Context: an optimization exercise on an open-source flow, tuned for small area, a short achievable clock period and few clock cycles. The choices shown serve that exercise and are no tape-out recipe. In this exercise RTL edits were held to simulation tests only and were not proved equivalent to the original.

===== run.sh =====
#!/bin/bash
# synth_recipe.tcl (not shown) runs the flow's synth.tcl, then flattens the netlist and writes it again
# the make line also repeats each setting of config.mk as NAME=value (left out here)
make -C /OpenROAD-flow-scripts/flow DESIGN_CONFIG=/design/flow/config.mk WORK_HOME=/design/flow/orfs CLKGATE_MAP_FILE= SYNTH_SCRIPT=/design/flow/synth_recipe.tcl finish

===== config.mk =====
export PLATFORM = sky130hd
export DESIGN_NAME = bq_encoder
export DESIGN_NICKNAME = bq_encoder
export VERILOG_FILES = /design/flow/design.v
export SDC_FILE = /design/flow/constraint.sdc
export NUM_CORES = 4
export LEC_CHECK = 0
export CAP_MARGIN = 20
export CORE_MARGIN = 2
export CORE_UTILIZATION = 40
export SLEW_MARGIN = 20

===== constraint.sdc =====
create_clock -name core_clock -period 33.0 [get_ports {clk}]
set_input_delay 6.6000 -clock core_clock [delete_from_list [all_inputs] [get_ports {clk}]]
set_output_delay 6.6000 -clock core_clock [all_outputs]
set_load 0.01 [all_outputs]

===== design.v =====
module bq_encoder (
    input  wire        clk,
    input  wire        rst,           
    input  wire        start,
    output wire        start_ready,
    input  wire [3:0]  cfg_w,         
    input  wire [3:0]  cfg_h,         
    input  wire [3:0]  cfg_d,         
    input  wire [3:0]  cfg_c,         
    input  wire        pix_valid,
    output wire        pix_ready,
    input  wire [23:0] pix_data,
    output reg         res_valid,
    output reg  [7:0]  res_data,
    output reg         done,
    output reg  [7:0]  base_y,
    output reg  [7:0]  max_delta,
    output reg  [3:0]  rbn,
    output reg  [2:0]  shift,
    output reg  [7:0]  avg_cr,
    output reg  [7:0]  avg_cb,
    output reg  [6:0]  csize
);
    reg        in_active;       
    reg        start_ready_r, pix_ready_r;
    reg  [2:0] wm1, hm1;        
    reg  [2:0] col, row;        
    reg  [3:0] d_in, c_in;      
    reg  [3:0] d_blk, c_blk;    
    assign start_ready = start_ready_r;
    assign pix_ready   = pix_ready_r;
    wire st_acc   = start & start_ready_r;
    wire px_acc   = pix_valid & pix_ready_r;
    wire is_first = (col == 3'd0) & (row == 3'd0);
    wire is_last  = (col == wm1) & (row == hm1);
    reg [23:0] p0;  reg v0, f0, l0;
    reg [7:0]  y1, r1, b1;  reg v1, f1, l1;
    reg        cons;            
    reg  [6:0]  cnt;
    reg  [7:0]  min_y, max_y;
    reg  [13:0] sum_cr, sum_cb;
    reg  [7:0]  ybuf [0:63];
    reg  [6:0]  rd_n, rptr;
    reg  [3:0]  div_cnt;
    reg  [5:0]  rem_cr, rem_cb;
    reg  [7:0]  dlo_cr, dlo_cb;
    wire rd_en = (rptr != rd_n);
    wire [2:0] col_inc = (col == wm1) ? 3'd0 : col + 3'd1;
    wire [2:0] row_inc = (col == wm1) ? row + 3'd1 : row;
    wire       last_after_acc = (col_inc == wm1) & (row_inc == hm1);
    wire       last_after_st  = (cfg_w == 4'd1) & (cfg_h == 4'd1);
    wire [6:0] rd_left = rd_n - rptr;
    wire       ok_last = ~(v0 & l0) & ~(v1 & l1) & ~cons &
                         (rd_left <= 7'd5) & (div_cnt <= 4'd4);
    wire in_active_n = st_acc ? 1'b1 : (px_acc & is_last) ? 1'b0 : in_active;
    wire is_last_n   = st_acc ? last_after_st : px_acc ? last_after_acc : is_last;
    always @(posedge clk) begin
        if (rst) begin
            in_active     <= 1'b0;
            start_ready_r <= 1'b1;
            pix_ready_r   <= 1'b0;
        end else begin
            in_active     <= in_active_n;
            start_ready_r <= ~in_active_n;
            pix_ready_r   <= in_active_n & (~is_last_n | ok_last);
        end
        if (st_acc) begin
            wm1  <= cfg_w[2:0] - 3'd1;
            hm1  <= cfg_h[2:0] - 3'd1;
            col  <= 3'd0;
            row  <= 3'd0;
            d_in <= cfg_d;
            c_in <= cfg_c;
        end else if (px_acc) begin
            col <= col_inc;
            row <= row_inc;
        end
        if (px_acc & is_last) begin
            d_blk <= d_in;
            c_blk <= c_in;
        end
    end
    wire [25:0] y_acc = 26'd78381 * p0[23:16] + 26'd153878 * p0[15:8] +
                        26'd29884 * p0[7:0] + 26'd256;
    always @(posedge clk) begin
        p0 <= pix_data;
        f0 <= is_first;
        l0 <= is_last;
        y1 <= y_acc[25:18];
        r1 <= p0[23:16];
        b1 <= p0[7:0];
        f1 <= f0;
        l1 <= l0;
        if (rst) begin
            v0   <= 1'b0;
            v1   <= 1'b0;
            cons <= 1'b0;
        end else begin
            v0   <= px_acc;
            v1   <= v0;
            cons <= v1 & l1;
        end
    end
    wire [21:0] cr_num = 22'd5841 * ({14'd0, r1} - {14'd0, y1}) + 22'h100000;
    wire [21:0] cb_num = 22'd4621 * ({14'd0, b1} - {14'd0, y1}) + 22'h100000;
    wire [7:0]  cr = cr_num[20:13];
    wire [7:0]  cb = cb_num[20:13];
    always @(posedge clk) begin
        if (v1) begin
            ybuf[cnt[5:0]] <= y1;
            if (f1 | (y1 < min_y)) min_y <= y1;
            if (f1 | (y1 > max_y)) max_y <= y1;
            sum_cr <= (f1 ? 14'd0 : sum_cr) + {6'd0, cr};
            sum_cb <= (f1 ? 14'd0 : sum_cb) + {6'd0, cb};
        end
        if (rst | cons)
            cnt <= 7'd0;
        else if (v1)
            cnt <= cnt + 7'd1;
    end
    wire [7:0] delta = max_y - min_y;
    reg  [3:0] rbn_c;
    integer k;
    always @(*) begin
        rbn_c = 4'd0;
        for (k = 0; k < 8; k = k + 1)
            if (delta > (8'd1 << k))
                rbn_c = k[3:0] + 4'd1;
    end
    wire [3:0] shift_c = (rbn_c > d_blk) ? (rbn_c - d_blk) : 4'd0;
    wire [9:0] nd      = cnt * d_blk;
    wire [6:0] csize_c = (delta != 8'd0) ? (7'd4 + nd[9:3] + {6'd0, (nd[2:0] != 3'd0)}) : 7'd4;
    wire [6:0] rem2_cr = {rem_cr, dlo_cr[7]};
    wire [6:0] rem2_cb = {rem_cb, dlo_cb[7]};
    wire       ge_cr   = (rem2_cr >= rd_n);
    wire       ge_cb   = (rem2_cb >= rd_n);
    wire [6:0] sub_cr  = rem2_cr - rd_n;
    wire [6:0] sub_cb  = rem2_cb - rd_n;
    wire [7:0] rd_y = ybuf[rptr[5:0]];
    wire [7:0] rd_d = rd_y - base_y;
    always @(posedge clk) begin
        if (cons) begin
            base_y    <= min_y;
            max_delta <= delta;
            rbn       <= rbn_c;
            shift     <= shift_c[2:0];
            csize     <= csize_c;
            rem_cr    <= sum_cr[13:8];
            rem_cb    <= sum_cb[13:8];
            dlo_cr    <= sum_cr[7:0];
            dlo_cb    <= sum_cb[7:0];
            avg_cr    <= 8'd0;
            avg_cb    <= 8'd0;
        end else if (div_cnt != 4'd0) begin
            rem_cr <= ge_cr ? sub_cr[5:0] : rem2_cr[5:0];
            rem_cb <= ge_cb ? sub_cb[5:0] : rem2_cb[5:0];
            dlo_cr <= {dlo_cr[6:0], 1'b0};
            dlo_cb <= {dlo_cb[6:0], 1'b0};
            avg_cr <= {avg_cr[6:0], ge_cr};
            avg_cb <= {avg_cb[6:0], ge_cb};
        end
        res_data <= rd_d >> shift;
        if (rst) begin
            rd_n      <= 7'd0;
            rptr      <= 7'd0;
            div_cnt   <= 4'd0;
            done      <= 1'b0;
            res_valid <= 1'b0;
        end else begin
            res_valid <= rd_en;
            done      <= (div_cnt == 4'd1);
            if (cons) begin
                rd_n    <= cnt;
                rptr    <= 7'd0;
                div_cnt <= c_blk;
            end else begin
                if (rd_en) rptr <= rptr + 7'd1;
                if (div_cnt != 4'd0) div_cnt <= div_cnt - 4'd1;
            end
        end
    end
endmodule

==> notes.md <==
PortBufs=101; crit path max fanout=13; Initial Util=40.4%; distinct cell type count after synthesis=75; Synth Flop Type=edfxtp_1; CTS Hold Bufs=0; Post-Layout Cell Count=4691; required time worst endpoint=26.40 ns; initial antenna violation count=2; post-route ant nets=0; area growth from synthesis to layout=12.8%; FMAX=118 MHz; Core Util, Final=45.6%; critical path cell sequence=clkdlybuf4s50_1; Max H-tree Level=3; DRC=0; antenna fix cells=0; min cycle time layout=8.47 ns; sequential share of the synthesized area=50.5%; r2r setup slk=24.61 ns; Worst Setup Path Type=flop to output port; router iterations before antenna repair=16; Core ar.=105000 um2; Cells after DPL=4540; worst rel slew slack=35.2%; worst min-delay path startpoint=f0; CTS tree=done; GRT busiest layer=met2; critical path's top delay family=buffers and inverters; critical path startpoint=shift[0]; DIE AREA=109000 um2; clock root cell=clkbuf_16; CP Data Arrival Time=1.87 ns; Syn Std Cell Area=42600 um2; Post-Syn Area per Cell=13.7 um2; vias per cell=5.15; Mapped Cells=3098; post-CTS sizing=0; die height=330 um; Synth top area share=44.8%; DIE WIDTH=330 um; clock-pin slew on the worst setup and hold paths=0.06 ns; Hold Crit Class=flop to flop; CTS Buf Count=83; final hold slack=0.331 ns; final slew viol count=0; I/O pins=102; global route overflow=0; final wirelength=89400 um; Yosys warning total=1; skew final=0.0354 ns; clk latency of the worst-skew pair=0.65 ns; worst r2r src=y1[1]; GR Layer Usage met2=28.5%; Worst Setup End Kind=output port; pre-CTS WS=24.56 ns; DR vias=24100; Total Neg Setup Slack=0 ns; first-pass GRT wire length=141000 um; MaxCap Viol Count=0; WP buf/inv=1; startpoint types=flop; Area after DPL=45300 um2; RD Place Congestion=0.788; per-cell routed wire length=19.0 um; Post-synth top cells=636 x edfxtp_1, 445 x ha_1, 437 x inv_1; final instance area=48000 um2; Worst Max-Slew Pin Slew=0.968 ns; slowest CP cell=clkdlybuf4s50_1; Detailed Route Iter0 Violations=1474; share of cells above drive strength 1=10.8%; RSZ-0062 raised after global routing=no; synthesis-stage register bit count=757; largest net degree at the start of global routing=92; Tcrit/Tclk final=25.7%; DP Wirelength=62900 um; Hold Vio Cnt, Final=0; Synth area leaders=edfxtp_1 45%, ha_1 13%, mux4_2 8.2%; num rows=119; GRT Overall Usage=16.8%; CTS sink cnt=757; Synth Net Count=3754; Synth async-reset ratio=0%; final worst slack=24.53 ns; CP peak stage delay=0.63 ns; status=timing/DRC/antenna clean; clock tree buffer depth=3; top-count cell post-synth=edfxtp_1; Setup-failing EPs final=0; # nets final=3890; via count of the first global-routing pass=25100; met1 GRT Util=22.6%; Post-synth EDFFs=636; Post-CTS Setup Bufs=0; GR Util met3=2.59%; Yosys top cell by area=edfxtp_1
-- logic make-up (layout without fill, tap and decap cells) --
kind of cell	after synthesis	after routing	synth area share [%]
xor+xnor	144	144	2.96
simple gates	533	533	6.10
flops	757	757	50.5
compound gates	324	324	4.86
fa+ha+maj	612	612	20.9
mux	215	215	10.0
buf+inv	513	715	4.59
-- worst register-to-register path: cells and delay by family, from the launching register on --
| kind | cells | cell delay [ns] |
|---|---|---|
| and+or+nand+nor | 6 | 0.85 |
| adders and majority gates | 8 | 3.15 |
| buffers and inverters | 2 | 0.83 |
| xor gates and xnor gates | 2 | 0.61 |
| AOI/OAI and AO/OA | 14 | 2.41 |
| DFF | 1 | 0.31 |
-- flip-flops by register name, summed over array words and instances (netlist names), 14 cells and up, named ones only --
name    count
p0         24
sum_cb     14
sum_cr     14
ybuf      512
-- layer usage --
layer  wire (um)  vias to the layer above  part of all wire [%]
met2       43600                      442                    49
met1       40200                    12100                    45
met3        3670                      131                   4.1
met4        1950                        0                   2.2
li1            -                    11500                     -
met5           0                        -                     0
-- final cells by class --
| type | instances | area (um2) |
|---|---|---|
| fill | 9547 | 57400 |
| timing repair buffer | 125 | 1200 |
| multi-input combinational | 1828 | 19100 |
| tap | 1391 | 1740 |
| sequential | 757 | 21500 |
| inverter | 439 | 1650 |
| clock buffer | 97 | 2200 |
| clock inverter | 54 | 583 |
-- worst paths after layout --
| check | depth (start not counted) | endpoint |
|---|---|---|
| min reg2reg | 0 | f1 |
| max reg2reg | 32 | sum_cr[12] |
| max | 1 | shift[0] |
| min | 0 | f1 |
-- placed cells by master, fill, tap and decap left out, drive strengths merged, types with 5 or more instances in the layout --
| cell type | netlist | routed |
|---|---|---|
| nand2 | 105 | 105 |
| clkdlybuf4s50 | 0 | 101 |
| xor2 | 61 | 61 |
| xnor2 | 83 | 83 |
| clkbuf | 49 | 97 |
| nor4b | 7 | 7 |
| clkinv | 2 | 34 |
| or2 | 10 | 10 |
| and3 | 14 | 14 |
| bufinv | 0 | 9 |
| mux2 | 20 | 20 |
| a21o | 42 | 42 |
| a21boi | 7 | 7 |
| o21ai | 65 | 65 |
| nor4 | 5 | 5 |
| dfxtp | 121 | 121 |
| and2 | 22 | 22 |
| ha | 445 | 445 |
| buf | 25 | 24 |
| a2111oi | 5 | 5 |
| o21a | 9 | 9 |
| fa | 167 | 167 |
| inv | 437 | 446 |
| a211oi | 17 | 17 |
| nand4 | 9 | 9 |
| o211ai | 6 | 6 |
| nor2b | 46 | 46 |
| or3 | 21 | 21 |
| nor2 | 180 | 180 |
| nor3 | 32 | 32 |
| nor3b | 6 | 6 |
| mux2i | 30 | 30 |
| edfxtp | 636 | 636 |
| o21bai | 12 | 12 |
| mux4 | 165 | 165 |
| nand2b | 22 | 22 |
| a31oi | 7 | 7 |
| a311oi | 9 | 9 |
| a21oi | 107 | 107 |
| nand3 | 38 | 38 |
Testbench counts, summed over its fixed seeds: cycles 12,063.

## separate check: timing with driven ports
The results above use ideal ports. As a check the final layout listed here was re-extracted and re-timed, cells and wires unchanged.
Step 1 assumes that a clkbuf_16 drives the clock port and a buf_2 every other input.
Step 2 adds t to the input delays and takes it off the output delays; t is the mean of the earliest and latest rising clock arrival at the registers after step 1. Input paths then give back, and output paths get back, about the clock's delay inside the block.
Three values: no drivers, after step 1, after step 2; two values: the first two.
t (ns): 0.699
slack for setup (ns): 24.526 / 24.462 / 24.598
worst hold slack (ns): 0.331 / 0.331 / 0.331
worst data-port slew with drivers (ns): 0.17
cell pins on the clock port's net: 1
After both steps setup and hold are still met in this run. The setup slack of this run moves by -0.064 ns with the drivers and by +0.072 ns with both steps.
